This is an optimization exercise on Yosys and OpenROAD, whose aim is small area, a short achievable clock period and few clock cycles, not a production implementation.
Where RTL was checked, it was by simulation tests only, not by an equivalence proof against the original.
Power and IR drop assume default switching activity.

## csa20_core
module csa20_core (
    input  wire        clk,
    input  wire        rst,           
    output reg         mem_valid,
    output reg         mem_we,
    output reg  [10:0] mem_addr,
    output reg  [19:0] mem_wdata,
    input  wire        mem_ready,
    input  wire [19:0] mem_rdata,
    output wire        halted,
    output wire [1:0]  halt_code,     
    output wire [3:0]  mfr,
    output wire        cc_ov,
    output wire        cc_uf
);
==> flow/config.mk <==
export PLATFORM = sky130hd
export DESIGN_NAME = csa20_core
export DESIGN_NICKNAME = csa20_core
export VERILOG_FILES = /design/flow/design.v
export SDC_FILE = /design/flow/constraint.sdc
export NUM_CORES = 4
export LEC_CHECK = 0
export CAP_MARGIN = 20
export CORE_MARGIN = 2
export CORE_UTILIZATION = 40
export SETUP_SLACK_MARGIN = 5
export SLEW_MARGIN = 20
==> flow/constraint.sdc <==
create_clock -name core_clock -period 10.0 [get_ports {clk}]
set_input_delay 2.0000 -clock core_clock [delete_from_list [all_inputs] [get_ports {clk}]]
set_output_delay 2.0000 -clock core_clock [all_outputs]
set_load 0.01 [all_outputs]
run.sh (not shown) runs the stock make flow with config.mk's settings and CLKGATE_MAP_FILE= SYNTH_SCRIPT=/design/flow/synth_recipe.tcl, a recipe that flattens the netlist after the stock synthesis.
The first run finished with timing, DRC and antenna clean.
==> next run, changes <==
==> flow/flow/run.sh (new file) <==
#!/bin/bash
# The standard layout, with timing repair aiming at 6 ns of setup slack.
set -euo pipefail
export SETUP_SLACK_MARGIN=6
bash standard.sh SETUP_SLACK_MARGIN=6 finish > standard_flow.log 2>&1
==> flow/standard.sh (new file) <==
#!/bin/bash
# synth_recipe.tcl (not shown) runs the flow's synth.tcl, then flattens the netlist and writes it again
# the make line also repeats each setting of config.mk as NAME=value (left out here)
make -C /OpenROAD-flow-scripts/flow DESIGN_CONFIG=/design/flow/config.mk WORK_HOME=/design/flow/orfs CLKGATE_MAP_FILE= SYNTH_SCRIPT=/design/flow/synth_recipe.tcl "${@:-finish}"
--- a/flow/config.mk
+++ b/flow/config.mk
@@ -10,2 +10 @@
-export CORE_UTILIZATION = 40
-export SETUP_SLACK_MARGIN = 5
+export CORE_UTILIZATION = 60
removed: flow/run.sh
- synthesized cell count does not change
- via count went up by 9.2%
- routed wire length increases by 7.2%
==> next run, changes <==
--- a/flow/config.mk
+++ b/flow/config.mk
@@ -10 +10 @@
-export CORE_UTILIZATION = 60
+export CORE_UTILIZATION = 40
Sequential power barely changes; total power went down by 0.37%; sequential share of layout area came out lower by 0.28 points; first-iteration DRC count came out higher by 4.4%; sequential cell count stays the same; global-route usage came out lower by 10 points; non-clock buffer count stays the same; area after synthesis is unchanged.
No run of this note included a check of the RTL's function; only the layout flow was run.


The RTL this note starts from:
==> flow/design.v <==
module csa20_core (
    input  wire        clk,
    input  wire        rst,           
    output reg         mem_valid,
    output reg         mem_we,
    output reg  [10:0] mem_addr,
    output reg  [19:0] mem_wdata,
    input  wire        mem_ready,
    input  wire [19:0] mem_rdata,
    output wire        halted,
    output wire [1:0]  halt_code,     
    output wire [3:0]  mfr,
    output wire        cc_ov,
    output wire        cc_uf
);
    localparam [5:0] OP_LDR = 6'd1,  OP_STR = 6'd2,  OP_LDA = 6'd3,  OP_AMR = 6'd4,
                     OP_SMR = 6'd5,  OP_AIR = 6'd6,  OP_SIR = 6'd7,  OP_LDX = 6'd33,
                     OP_STX = 6'd34;
    localparam [11:0] BOOT_PC       = 12'd10;
    localparam [11:0] FAULT_ENTRY   = 12'd43;
    localparam [10:0] FAULT_PC_SAVE = 11'd4;
    reg s_f;         
    reg s_a1;        
    reg s_a2;        
    reg s_op;        
    reg s_h;         
    reg [11:0] pc;           
    reg [19:0] gpr [0:3];
    reg [12:0] ix  [1:3];
    reg [1:0]  mfr_r;        
    reg        ov_r, uf_r;
    reg [1:0]  hcode;
    reg        c_ldr, c_st, c_ldx, c_alu, c_sub, c_lda;
    reg        c_stx0;       
    reg        c_ldt0;       
    reg [3:0]  rsel;         
    reg [3:1]  xsel;         
    reg [3:1]  xsel_w;       
    reg        ind;
    reg [19:0] ea;           
    reg        flt;          
    reg        flt_op;       
    reg        pend;         
    assign halted    = s_h;
    assign halt_code = hcode;
    assign mfr       = {2'b00, mfr_r};
    assign cc_ov     = ov_r;
    assign cc_uf     = uf_r;
    wire [12:0] ix_x = ({13{xsel[1]}} & ix[1]) | ({13{xsel[2]}} & ix[2]) |
                       ({13{xsel[3]}} & ix[3]);
    wire [19:0] gpr_r = ({20{rsel[0]}} & gpr[0]) | ({20{rsel[1]}} & gpr[1]) |
                        ({20{rsel[2]}} & gpr[2]) | ({20{rsel[3]}} & gpr[3]);
    wire [12:0] ix_w = ({13{xsel_w[1]}} & ix[1]) | ({13{xsel_w[2]}} & ix[2]) |
                       ({13{xsel_w[3]}} & ix[3]);
    wire [3:1] ix_tgt = c_lda ? rsel[3:1] : xsel;
    wire fault = flt;
    always @(*) begin
        mem_valid = ~s_h;
        mem_we    = fault | (s_op & c_st);
        mem_addr  = fault ? FAULT_PC_SAVE : (s_f ? pc[10:0] : ea[10:0]);
        mem_wdata = fault ? {8'd0, pc} : (gpr_r | {7'd0, ix_w});
    end
    wire xfer = ~s_h & mem_ready;
    wire [5:0] d_op = mem_rdata[19:14];
    wire [1:0] d_r  = mem_rdata[13:12];
    wire [1:0] d_x  = mem_rdata[11:10];
    wire d_ldr = (d_op == OP_LDR);
    wire d_str = (d_op == OP_STR);
    wire d_lda = (d_op == OP_LDA);
    wire d_ldx = (d_op == OP_LDX) | d_lda;
    wire d_amr = (d_op == OP_AMR) | (d_op == OP_SMR);
    wire d_imm = (d_op == OP_AIR) | (d_op == OP_SIR);
    wire d_stx = (d_op == OP_STX);
    wire d_sub = (d_op == OP_SMR) | (d_op == OP_SIR);
    wire d_legal = d_ldr | d_str | d_ldx | d_amr | d_imm | d_stx;
    wire d_direct = (d_x == 2'd0) & ~mem_rdata[9];
    wire d_stx0 = d_stx & (d_x == 2'd0);
    wire d_ldt0 = (d_lda & (d_r == 2'd0)) | ((d_op == OP_LDX) & (d_x == 2'd0));
    wire d_mem_direct = d_legal & ~d_imm & d_direct;
    wire d_halt_direct = (d_stx0 | d_ldt0) & d_direct;
    wire [11:0] ea_sum = {1'b0, ix_x[10:0]} + {1'b0, mem_rdata[10:0]};
    wire        ea_ovf = (|mem_rdata[19:11]) | (|ix_x[12:11]) | ea_sum[11];
    wire        rd_ovf = |mem_rdata[19:11];
    wire        ix_big = |mem_rdata[19:13];
    wire [19:0] alu_a  = gpr_r;
    wire [19:0] alu_bb = ea;
    wire [20:0] alu_s  = {1'b0, alu_a} + {1'b0, alu_bb} + {20'd0, c_sub};
    wire        alu_sg = alu_s[20] ^ alu_a[19] ^ alu_bb[19];
    wire        alu_ov = alu_s[20] & (~c_sub | (ea != 20'hfffff));
    wire [18:0] alu_p  = alu_a[18:0] ^ alu_bb[18:0];
    wire        alu_z  = (alu_p[0] == c_sub) &
                         (alu_p[18:1] == (alu_a[17:0] | alu_bb[17:0]));
    wire        alu_uf = alu_sg & (~alu_s[19] | alu_z);
    wire gpr_ld  = s_op & c_ldr & ~flt;
    wire ix_ld   = s_op & c_ldx & ~flt;
    wire [19:0] gpr_wd = rst ? 20'd0 : (pend ? alu_s[19:0] : mem_rdata);
    wire [12:0] ix_wd  = rst ? 13'd0 : mem_rdata[12:0];
    integer k;
    always @(posedge clk) begin
        for (k = 0; k < 4; k = k + 1)
            if (rst || ((pend || gpr_ld) && rsel[k]))
                gpr[k] <= gpr_wd;
        for (k = 1; k < 4; k = k + 1)
            if (rst || (ix_ld && ix_tgt[k]))
                ix[k] <= ix_wd;
    end
    wire f_go = s_f & ~fault & xfer;     
    wire pc_last = (pc == 12'd2047);
    always @(posedge clk) begin
        if (rst) begin
            s_f  <= 1'b1;
            s_a1 <= 1'b0;
            s_a2 <= 1'b0;
            s_op <= 1'b0;
            s_h  <= 1'b0;
            flt  <= 1'b0;
        end else if (xfer) begin
            s_f  <= (s_f & (fault | ~d_legal | d_imm)) | (s_a2 & flt) |
                    (s_op & (flt | ~(c_ldt0 | (c_ldx & ix_big))));
            s_a1 <= s_f & ~fault & d_legal & ~d_imm & ~d_direct;
            s_a2 <= s_a1 & ind;
            s_op <= (s_f & ~fault & d_mem_direct & ~d_halt_direct) |
                    (s_a1 & ~ind) | (s_a2 & ~flt & ~c_stx0);
            s_h  <= (s_f & ~fault & d_halt_direct) | (s_a2 & ~flt & c_stx0) |
                    (s_op & ~flt & (c_ldt0 | (c_ldx & ix_big)));
            flt  <= (s_f & ~fault & (~d_legal | (d_imm & pc_last))) |
                    (s_a1 & ea_ovf) | (s_a2 & ~flt & rd_ovf & ~c_stx0) |
                    (s_op & ~flt & pc_last);
        end
    end
    always @(posedge clk) begin
        if (rst)
            pc <= BOOT_PC;
        else if (xfer & (fault | s_op | (s_f & d_imm)))
            pc <= fault ? FAULT_ENTRY : pc + 12'd1;
    end
    always @(posedge clk) begin
        if (rst)
            mfr_r <= 2'd0;
        else if (xfer & fault)
            mfr_r <= {1'b1, ~(flt & flt_op)};
    end
    always @(posedge clk) begin
        if (!s_h)
            hcode <= (s_op && !c_ldt0) ? 2'd2 : 2'd1;
    end
    always @(posedge clk) begin
        if (rst) begin
            ov_r <= 1'b0;
            uf_r <= 1'b0;
            pend <= 1'b0;
        end else begin
            if (pend) begin
                ov_r <= alu_ov;
                uf_r <= alu_uf;
            end
            pend <= (f_go & d_imm) | (s_op & ~flt & xfer & c_alu);
        end
    end
    always @(posedge clk) begin
        if (f_go) begin
            c_ldr  <= d_ldr;
            c_st   <= d_str | d_stx;
            c_ldx  <= d_ldx;
            c_lda  <= d_lda;
            c_alu  <= d_amr;
            c_sub  <= d_sub;
            c_stx0 <= d_stx0;
            c_ldt0 <= d_ldt0;
            rsel   <= {4{~d_stx}} & (4'b0001 << d_r);
            xsel   <= (4'b0001 << d_x) >> 1;
            xsel_w <= {3{d_stx}} & ((4'b0001 << d_x) >> 1);
            ind    <= mem_rdata[9];
            flt_op <= ~d_legal;
        end
    end
    always @(posedge clk) begin
        if (xfer) begin
            if (s_f)
                ea <= {20{d_op == OP_SIR}} ^ {12'd0, mem_rdata[7:0]};
            else if (s_a1)
                ea <= {mem_rdata[19:11], ea_sum[10:0]};
            else
                ea <= {20{s_op & c_sub}} ^ mem_rdata;
        end
    end
endmodule
clock: 10.0 ns
lec_check: 0
cap_margin: 20
core_margin: 2
core_utilization: 40
place_density: 0.8
slew_margin: 20
standard.sh (not shown) runs the stock make flow with config.mk's settings and CLKGATE_MAP_FILE= SYNTH_SCRIPT=/design/flow/synth_recipe.tcl, a recipe that flattens the netlist after the stock synthesis.
==> flow/flow/run.sh <==
#!/bin/bash
# The standard layout, with timing repair aiming at 6 ns of setup slack and
# plain buffers (not delay cells) on the ports.
set -euo pipefail
export SETUP_SLACK_MARGIN=6
export BUFFER_PORTS_ARGS="-buffer_cell sky130_fd_sc_hd__buf_4"
bash standard.sh SETUP_SLACK_MARGIN=6 "BUFFER_PORTS_ARGS=-buffer_cell sky130_fd_sc_hd__buf_4" finish > standard_flow.log 2>&1
Testbench counts at the start, summed over its fixed seeds: cycles 19,209.
Rerun with:
--- a/flow/config.mk
+++ b/flow/config.mk
@@ -11 +11,2 @@
-export PLACE_DENSITY = 0.8
+export CTS_CLUSTER_DIAMETER = 150
+export CTS_CLUSTER_SIZE = 40
After rerunning: The changed run went through all stages and came out clean. Utilization rises by 0.15 points. Via count falls by 3.0%. Power rises by 0.79%. Sequential share of layout area falls by 0.16 points.
Rerun with:
--- a/flow/config.mk
+++ b/flow/config.mk
@@ -10,3 +10 @@
-export CORE_UTILIZATION = 40
-export CTS_CLUSTER_DIAMETER = 150
-export CTS_CLUSTER_SIZE = 40
+export CORE_UTILIZATION = 30
What happened:
- via count is about the same
- sequential power is about the same
- power falls by 0.67%
- non-clock buffer count fell by 5
Rerun with:
==> flow/flow/run.sh (replaced) <==
#!/bin/bash
# The standard layout, with timing repair aiming at 6.5 ns of setup slack and
# plain buffers (not delay cells) on the ports.
set -euo pipefail
export SETUP_SLACK_MARGIN=6.5
export BUFFER_PORTS_ARGS="-buffer_cell sky130_fd_sc_hd__buf_4"
bash standard.sh SETUP_SLACK_MARGIN=6.5 "BUFFER_PORTS_ARGS=-buffer_cell sky130_fd_sc_hd__buf_4" finish > standard_flow.log 2>&1
--- a/flow/config.mk
+++ b/flow/config.mk
@@ -10 +10 @@
-export CORE_UTILIZATION = 30
+export CORE_UTILIZATION = 40
The changed run ran to the end with no violations.
Design area rises by 6.6%.
Cell count drops by 4.5%.
Sequential share of layout area came out lower by 2.7 points.
Total power increases by 4.2%.
Wire length increases by 2.2%.
Synthesized cell count does not change.
Sequential power barely changes.
Area after synthesis does not change.
Die area decreases by 25%.

==> port drivers added, routing unchanged <==
No port has a modelled driver above. Below, the same layouts with a new extraction and two added sets of constraints. Step 1 (the two cells are an assumption about what drives the block):
set clk [get_ports {clk}]
set_driving_cell -lib_cell sky130_fd_sc_hd__clkbuf_16 $clk
set_driving_cell -lib_cell sky130_fd_sc_hd__buf_2 [delete_from_list [all_inputs] $clk]
Step 2, shift: input delay + t, output delay - t, t = (earliest + latest rising clock arrival at the registers) / 2. This alone moves slack from input paths to output paths. Slacks: ideal ports / drivers / drivers and shift; pairs: ideal ports / drivers.
run	t (ns)	setup slack, ns	hold slack, ns
the first run of note 1	0.472	5.095 / 5.051 / 4.782	0.460 / 0.460 / 0.460
the second run of note 1	0.475	5.783 / 5.741 / 5.538	0.457 / 0.457 / 0.457
the third run of note 1	0.485	5.872 / 5.823 / 5.530	0.452 / 0.452 / 0.452
the first run of note 2	0.482	5.918 / 5.872 / 5.615	0.447 / 0.447 / 0.447
the second run of note 2	0.479	5.970 / 5.927 / 5.643	0.465 / 0.465 / 0.465
the third run of note 2	0.481	5.826 / 5.785 / 5.565	0.445 / 0.445 / 0.445
the fourth run of note 2	0.484	5.871 / 5.824 / 5.770	0.441 / 0.441 / 0.441
After both steps every run listed still meets setup and hold. The setup slack of the third run of note 1, which loses most, moves by -0.049 ns with the drivers and by -0.342 ns with both steps.
